Background: an optimization exercise with open tools, aiming at small area, a short achievable clock period and few clock cycles per item. Do not read the settings as production practice.
No functional check of the RTL was part of this run.
Power and IR drop assume default switching activity.

[design/flow/config.mk]
export PLATFORM = sky130hd
export DESIGN_NAME = srt4_divider
export DESIGN_NICKNAME = srt4_divider
export VERILOG_FILES = /design/flow/design.v
export SDC_FILE = /design/flow/constraint.sdc
export NUM_CORES = 4
export LEC_CHECK = 0
export CAP_MARGIN = 20
export CORE_MARGIN = 2
export CORE_UTILIZATION = 40
export SLEW_MARGIN = 20
[design/flow/constraint.sdc]
create_clock -name core_clock -period 10.0 [get_ports {clk}]
set_input_delay 2.0000 -clock core_clock [delete_from_list [all_inputs] [get_ports {clk}]]
set_output_delay 2.0000 -clock core_clock [all_outputs]
set_load 0.01 [all_outputs]
[design/flow/design.v]
module srt4_qsel (
    input  wire signed [6:0] p8,
    input  wire        [3:0] d4,
    input  wire              mode,     
    output reg  signed [2:0] digit,
    output reg               def,      
    output reg               range_err  
);
    wire signed [9:0] p   = {{3{p8[6]}}, p8};
    wire signed [9:0] d16 = {5'd0, 1'b1, d4};
    wire signed [9:0] t   = 6 * p + 10'sd12;
    wire in_range = (6 * p < 8 * (d16 + 10'sd1)) && (t > -8 * (d16 + 10'sd1));
    reg signed [2:0] ideal;
    always @(*) begin
        if      (t <= -4 * (d16 + 10'sd1)) ideal = -3'sd2;
        else if (t <= -(d16 + 10'sd1))     ideal = -3'sd1;
        else if (t <= 2 * d16)             ideal =  3'sd0;
        else if (t <= 5 * d16)             ideal =  3'sd1;
        else                               ideal =  3'sd2;
    end
    wire missing = (d16 == 10'sd17 && p == 10'sd23) ||
                   (d16 == 10'sd20 && p == 10'sd27) ||
                   (d16 == 10'sd23 && p == 10'sd31) ||
                   (d16 == 10'sd26 && p == 10'sd35) ||
                   (d16 == 10'sd29 && p == 10'sd39);
    always @(*) begin
        range_err = 1'b0;
        def       = 1'b0;
        digit     = ideal;
        if (!mode) begin
            if (!in_range) begin
                range_err = 1'b1;
                digit     = 3'sd0;
            end
        end else if (missing || !in_range) begin
            def   = 1'b1;
            digit = 3'sd0;
        end
    end
endmodule
module srt4_divider (
    input  wire         clk,
    input  wire         rst,         
    input  wire         start,
    input  wire [95:0]  x,           
    input  wire [95:0]  y,           
    input  wire [6:0]   cmd,         
    output wire [7:0]   status,      
    output wire         done,
    output wire         err,
    output reg  [95:0]  xn,
    output reg  [6:0]   ex,
    output reg  [95:0]  yn,
    output reg  [6:0]   ey,
    output reg  [95:0]  dapx,
    output reg  [95:0]  q,
    output reg  [95:0]  qs,
    output reg  [98:0]  digits,      
    output reg  [32:0]  defs         
);
    localparam integer E    = 32;
    localparam integer S    = 64;
    localparam integer W    = E + S;
    localparam integer NMAX = S / 2 + 1;
    localparam [1:0] PH_IDLE = 2'd0, PH_RUN = 2'd1, PH_DONE = 2'd2, PH_ERR = 2'd3;
    localparam [1:0] SQ_INIT = 2'd0, SQ_ITER = 2'd1, SQ_ASM = 2'd2;
    localparam [2:0] EC_NONE = 3'd0, EC_TABLE = 3'd2, EC_DOMAIN = 3'd3, EC_PREC = 3'd4;
    reg [1:0]   phase;
    reg [1:0]   seq;
    reg         defect_seen;
    reg [2:0]   errcode;
    reg [5:0]   iter;
    reg [W-1:0] xr, yr;          
    reg [5:0]   nr;              
    reg         moder;           
    reg [W-1:0] rem, car;        
    assign status = {(phase == PH_RUN) ? seq : 2'b00, errcode, defect_seen, phase};
    assign done   = (phase == PH_DONE);
    assign err    = (phase == PH_ERR);
    function [W-1:0] tre4(input [W-1:0] a);
        tre4 = {{(E-4){a[S+3]}}, a[S+3:0]};
    endfunction
    function [W-1:0] rds(input [W-1:0] a, input integer k);
        integer b;
        begin
            rds = a;
            for (b = 0; b < S - k; b = b + 1) rds[b] = 1'b0;
        end
    endfunction
    function [6:0] norm_count(input [W-1:0] a);
        integer b;
        begin
            norm_count = 7'd0;
            for (b = 0; b < E - 1; b = b + 1)
                if (a[S + b]) norm_count = b[6:0];
        end
    endfunction
    wire x_ok   = (xr == {W{1'b0}}) || (!xr[W-1] && (xr[W-2:S] != {(E-1){1'b0}}));
    wire y_ok   = !yr[W-1] && (yr[W-2:S] != {(E-1){1'b0}});
    wire n_ok   = (nr <= NMAX[5:0]);
    wire [6:0]   ex_init   = norm_count(xr);
    wire [6:0]   ey_init   = norm_count(yr);
    wire [W-1:0] xn_init   = xr >> ex_init;
    wire [W-1:0] yn_init   = yr >> ey_init;
    wire [W-1:0] dapx_init = rds(yn_init, 4);
    wire [W-1:0] papx = tre4(rds(car, 3) + rds(rem, 3));
    wire signed [6:0] p8 = papx[S+3:S-3];
    wire [3:0]   d4 = dapx[S-1:S-4];
    wire signed [2:0] sel_digit;
    wire              sel_def;
    wire              sel_range_err;
    srt4_qsel u_qsel (
        .p8        (p8),
        .d4        (d4),
        .mode      (moder),
        .digit     (sel_digit),
        .def       (sel_def),
        .range_err (sel_range_err)
    );
    wire dig_pos = (sel_digit > 3'sd0);
    wire [1:0] dig_mag = (sel_digit == 3'sd2 || sel_digit == -3'sd2) ? 2'd2 :
                         (sel_digit == 3'sd0) ? 2'd0 : 2'd1;
    reg [W-1:0] qd;
    always @(*) begin
        case (dig_mag)
            2'd1:    qd = yn;
            2'd2:    qd = yn << 1;
            default: qd = {W{1'b0}};
        endcase
        if (dig_pos) qd = ~qd;
    end
    wire [W-1:0] remc     = rem ^ car ^ qd;
    wire [W-1:0] carc_raw = ((rem & car) | (rem & qd) | (car & qd)) << 1;
    wire [W-1:0] carc     = {carc_raw[W-1:1], carc_raw[0] | dig_pos};
    wire [W-1:0] rem_next = tre4(remc << 2);
    wire [W-1:0] car_next = tre4(carc << 2);
    reg [W-1:0] pos_acc, neg_acc;
    integer i;
    always @(*) begin
        pos_acc = {W{1'b0}};
        neg_acc = {W{1'b0}};
        for (i = 0; i < NMAX; i = i + 1) begin
            if (i < nr) begin
                case (digits[3*i +: 3])
                    3'b001: pos_acc[S-2*i +: 2] = 2'b01;
                    3'b010: pos_acc[S-2*i +: 2] = 2'b10;
                    3'b111: neg_acc[S-2*i +: 2] = 2'b01;
                    3'b110: neg_acc[S-2*i +: 2] = 2'b10;
                    default: ;
                endcase
            end
        end
    end
    wire [W-1:0]      q_asm  = pos_acc + (~neg_acc + {{(W-1){1'b0}}, 1'b1});
    wire signed [7:0] shamt  = $signed({1'b0, ex}) - $signed({1'b0, ey});
    wire [6:0]        shneg  = -shamt[6:0];
    wire [W-1:0]      q_shl  = q_asm << shamt[6:0];
    wire signed [W-1:0] q_sar = $signed(q_asm) >>> shneg;
    wire [W-1:0]      qs_asm = (shamt >= 0) ? q_shl : q_sar;
    always @(posedge clk) begin
        if (rst) begin
            phase       <= PH_IDLE;
            seq         <= SQ_INIT;
            defect_seen <= 1'b0;
            errcode     <= EC_NONE;
        end else begin
            case (phase)
                PH_RUN: begin
                    case (seq)
                        SQ_INIT: begin
                            if (!n_ok) begin
                                phase   <= PH_ERR;
                                errcode <= EC_PREC;
                            end else if (!x_ok || !y_ok) begin
                                phase   <= PH_ERR;
                                errcode <= EC_DOMAIN;
                            end else begin
                                xn   <= xn_init;
                                ex   <= ex_init;
                                yn   <= yn_init;
                                ey   <= ey_init;
                                dapx <= dapx_init;
                                rem  <= xn_init;
                                car  <= {W{1'b0}};
                                iter <= 6'd0;
                                seq  <= (nr == 6'd0) ? SQ_ASM : SQ_ITER;
                            end
                        end
                        SQ_ITER: begin
                            if (sel_range_err) begin
                                phase   <= PH_ERR;
                                errcode <= EC_TABLE;
                            end else begin
                                rem <= rem_next;
                                car <= car_next;
                                digits[3*iter +: 3] <= sel_digit;
                                defs[iter]          <= sel_def;
                                if (sel_def) defect_seen <= 1'b1;
                                if (iter + 6'd1 < nr)
                                    iter <= iter + 6'd1;
                                else
                                    seq <= SQ_ASM;
                            end
                        end
                        default: begin  
                            q     <= q_asm;
                            qs    <= qs_asm;
                            phase <= PH_DONE;
                        end
                    endcase
                end
                default: begin  
                    if (start) begin
                        xr          <= x;
                        yr          <= y;
                        nr          <= cmd[5:0];
                        moder       <= cmd[6];
                        defect_seen <= 1'b0;
                        errcode     <= EC_NONE;
                        phase       <= PH_RUN;
                        seq         <= SQ_INIT;
                    end
                end
            endcase
        end
    end
endmodule
[design/flow/run.sh]
#!/bin/bash
# synth_recipe.tcl (not shown) runs the flow's synth.tcl, then flattens the netlist and writes it again
# the make line also repeats each setting of config.mk as NAME=value (left out here)
make -C /OpenROAD-flow-scripts/flow DESIGN_CONFIG=/design/flow/config.mk WORK_HOME=/design/flow/orfs CLKGATE_MAP_FILE= SYNTH_SCRIPT=/design/flow/synth_recipe.tcl finish
==> results.txt <==
## cells in the mapped netlist, types with 36 or more instances
cell type	instances
ha_1	157
nand2b_1	45
a21o_1	64
buf_2	52
and3_1	45
o211ai_1	82
and2_1	60
nand4_1	90
o221ai_1	47
or3_1	36
inv_1	286
clkbuf_1	306
nor4_1	56
buf_1	69
o22ai_1	50
xnor2_1	97
a211oi_1	94
edfxtp_1	865
o31ai_1	50
a22o_1	43
mux2i_1	629
fa_1	69
o21a_1	69
a21oi_1	397
buf_4	103
nor2_1	619
o21ai_0	376
mux2_2	121
a22oi_1	98
nand3_1	132
a31oi_1	63
nand2_1	863
nor3_1	173
a221oi_1	42
## stage by stage
| step | setup WS [ns] | utilization [%] | TNS (ns) |
|---|---|---|---|
| finish | 1.328 | 48.31 | 0 |
| global route | 0.5723 | 48.30 | 0 |
| CTS | 1.326 | 48.30 | 0 |
| detailed placement | 1.379 | 46.27 | 0 |
| global placement | 1.436 | 46.26 | 0 |
| floorplan | -0.9775 | - | -304.73 |
## kinds of logic (layout without fill, tap and decap cells)
group | after synthesis | after routing | synth area share [%]
mux | 786 | 786 | 12.89
flops | 873 | 873 | 39.80
simple gates | 2283 | 2283 | 15.90
xor+xnor | 124 | 124 | 1.698
buf+inv | 832 | 1394 | 5.478
fa+ha+maj | 226 | 226 | 5.095
compound gates | 1850 | 1850 | 19.14
other cells | 1 | 70 | 0.005710
## worst min-delay path by stage
stage	endpoint	slack, ns	depth (start not counted)
detailed placement	errcode[2]$_SDFFE_PP0P_	0.52	1
global route	errcode[2]$_SDFFE_PP0P_	0.56	1
global placement	errcode[2]$_SDFFE_PP0P_	0.50	1
CTS	phase[1]$_SDFFE_PP0P_	0.53	2
floorplan	defect_seen$_SDFFE_PP0P_	0.45	2
finish	errcode[2]$_SDFFE_PP0P_	0.52	1
## power breakdown
group          internal, W  total, W  switching, W
Sequential         0.00409   0.00414     0.0000555
Combinational     0.000631   0.00185       0.00121
Clock              0.00213   0.00377       0.00163
## critical path, delay by kind of cell (launching register included)
kind	cells	cell delay, ns
adder cells (fa/ha/maj)	6	2.09
flip-flops	1	0.35
AO/OA/AOI/OAI	6	1.35
AND/OR/NAND/NOR	14	3.10
XOR/XNOR	1	0.20
buffers and inverters	5	1.21
## cells in the final DEF, fill, tap and decap left out, types with 43 or more instances in the layout
| master | n |
|---|---|
| nand4_1 | 90 |
| a21oi_1 | 393 |
| o22ai_1 | 50 |
| nand2b_1 | 44 |
| a31oi_1 | 62 |
| a22o_1 | 43 |
| o31ai_1 | 50 |
| o211ai_1 | 82 |
| and3_1 | 45 |
| a22oi_1 | 98 |
| nor2_1 | 607 |
| conb_1 | 64 |
| fa_1 | 68 |
| a21o_1 | 64 |
| mux2_2 | 121 |
| xnor2_1 | 92 |
| nor4_1 | 54 |
| a211oi_1 | 93 |
| buf_4 | 137 |
| nor3_1 | 170 |
| edfxtp_1 | 865 |
| inv_1 | 285 |
| o21a_1 | 69 |
| clkbuf_16 | 94 |
| nand2_1 | 862 |
| mux2i_1 | 629 |
| clkdlybuf4s50_1 | 773 |
| nand3_1 | 132 |
| and2_1 | 60 |
| o221ai_1 | 47 |
| o21ai_0 | 373 |
| ha_1 | 155 |
## layer usage
metal	track usage, %	routed length [um]
met1	46.42	124300
met2	58.25	144500
met3	7.876	29080
met4	18.01	18600
met5	0	116
## state kept, by name (all words and copies together), names as in the netlist, 3 cells and up
| signal | count |
|---|---|
| car | 66 |
| defs | 33 |
| digits | 99 |
| errcode | 3 |
| ex | 5 |
| ey | 5 |
| iter | 6 |
| nr | 6 |
| q | 96 |
| qs | 96 |
| rem | 68 |
| xn | 96 |
| xr | 96 |
| yn | 96 |
| yr | 96 |
## cell type report
| type | count | area share, % |
|---|---|---|
| antenna | 6 | 0.01907 |
| clock buffer | 111 | 3.069 |
| clock inverter | 65 | 1.128 |
| inverter | 299 | 1.437 |
| multi-input combinational | 5333 | 46.35 |
| sequential | 873 | 33.20 |
| tap | 2175 | 3.457 |
| timing repair buffer | 919 | 11.34 |
==> metrics.csv <==
metric,value,unit
crit path DAT,9.19,ns
Crit. End Element,register,
Total Wirelength,316600,um
Core Footprint,163000,um2
CTS resizes,0,
Synth cell types,111,
Worst setup startpoint,rem[61]$_DFFE_PP_,
status,finished clean,
post-CTS setup buffers,0,
register area,26140,um2
fill count,15360,
num rows,148,
crit path launch type,register,
Synth Register Bits,873,
critical path class,reg -> reg,
clk buf depth,3,
worst stage delay on the critical path,0.58,ns
Multi-input gate area,36490,um2
GRT Residual Overflow,0,
final instance area,78720,um2
initial core utilization,40.30,%
largest net degree at the start of global routing,150,
Max Slew Vio Count,0,
nets,7948,
CP required,10.51,ns
worst-skew pair later-pin latency,0.77,ns
cell leakage power,29.69,nW
number of global-route vias before repair,59110,
Worst path slowest cell,buf_4,
RSZ-0062 raised after global routing,false,
Worst Min Path Start,errcode[2]$_SDFFE_PP0P_,
Inserted Clock Buffers,94,
fin crit share,86.72,%
share of the synthesized area in the top cell type,39.55,%
CTS tree,yes,
placed inst area,75400,um2
Worst Max-Slew Pin Slew,1.226,ns
Max rail drop VDD,0.1539,mV
Placed Cells incl. Taps,9599,
area grow syn2layout,19.88,%
Worst R2R Path Depth,32,
Detailed Routing Iterations Pass 1,8,
vias,62200,
Hold WS,0.5227,ns
"CTS clk-pin slew, worst paths",0.06,ns
final hold vios,0,
ys async rst share,0,%
Synth Warn #,2,
most frequent CP cell,ha_1,
vias per std cell,6.360,
"EDFF count, synth",865,
cell taking the most area after synthesis,edfxtp_1,
skew final,0.08225,ns
post-route ant nets,0,
sequential fraction of the synthesis area,39.80,%
Final setup viols,0,
Max Fclk,115.3,MHz
minimum clock period,8.672,ns
root buf cell,clkbuf_16,
r2r setup slk,1.33,ns
clock sinks,873,
total track usage,36.37,%
Slew HR,17.42,%
dpl hpwl,249300,um
Reg-to-Reg End,rem[15]$_DFFE_PP_,
Post-CTS Hold Buffers,0,
initial antenna violation count,25,
Mapped Area,65670,um2
Mean Syn Cell Area,9.415,um2
Die Width,409.2,um
Residual DRC,0,
PD cells,123.9,nW/um2
DR iter-0 viols,7677,
Pwr Total,0.009755,W
Wirelength per Cell,32.37,um
Die H,409.2,um
first-pass GRT wire length,442200,um
cells after synthesis,6975,
Top Ports,838,
fraction of layout cells with a size suffix above 1,7.737,%
final RePlAce weighted congestion,1.028,
IO buf count,773,
crit path to,rem[15]$_DFFE_PP_,
H-tree depth,3,
Hold WC Path Type,reg -> reg,
Total Die Area,167400,um2
Synth area leaders,"edfxtp_1 (40%), mux2i_1 (9.6%), nand2_1 (4.9%), nor2_1 (3.5%), a21oi_1 (3.0%)",
"Primary FF master, synth",edfxtp_1,
reg-to-reg critical path startpoint,rem[61]$_DFFE_PP_,
# Max-Cap Violations,0,
"Cell Count, Final, Fillers Out",9781,
"Max FO, Critical Path",60,

==> port drivers added, routing unchanged <==
How much do the figures lean on ideal ports? The routed layout below was timed once more, with nothing changed but the port constraints.
Step 1, drivers: a clkbuf_16 drives clk and a buf_2 each remaining input, both assumed.
Step 2, shift: input delay + t, output delay - t, t = (earliest + latest rising clock arrival at the registers) / 2. This alone moves slack from input paths to output paths.
Three values: ideal ports, drivers, drivers and shift; two values: the first two.
t, ns: 0.825
setup WS [ns]: 1.328 / 1.328 / 1.328
worst setup path after step 2: register to register
After both steps setup and hold are still met in this run. The setup slack of this run moves by 0.000 ns with the drivers and by 0.000 ns with both steps.
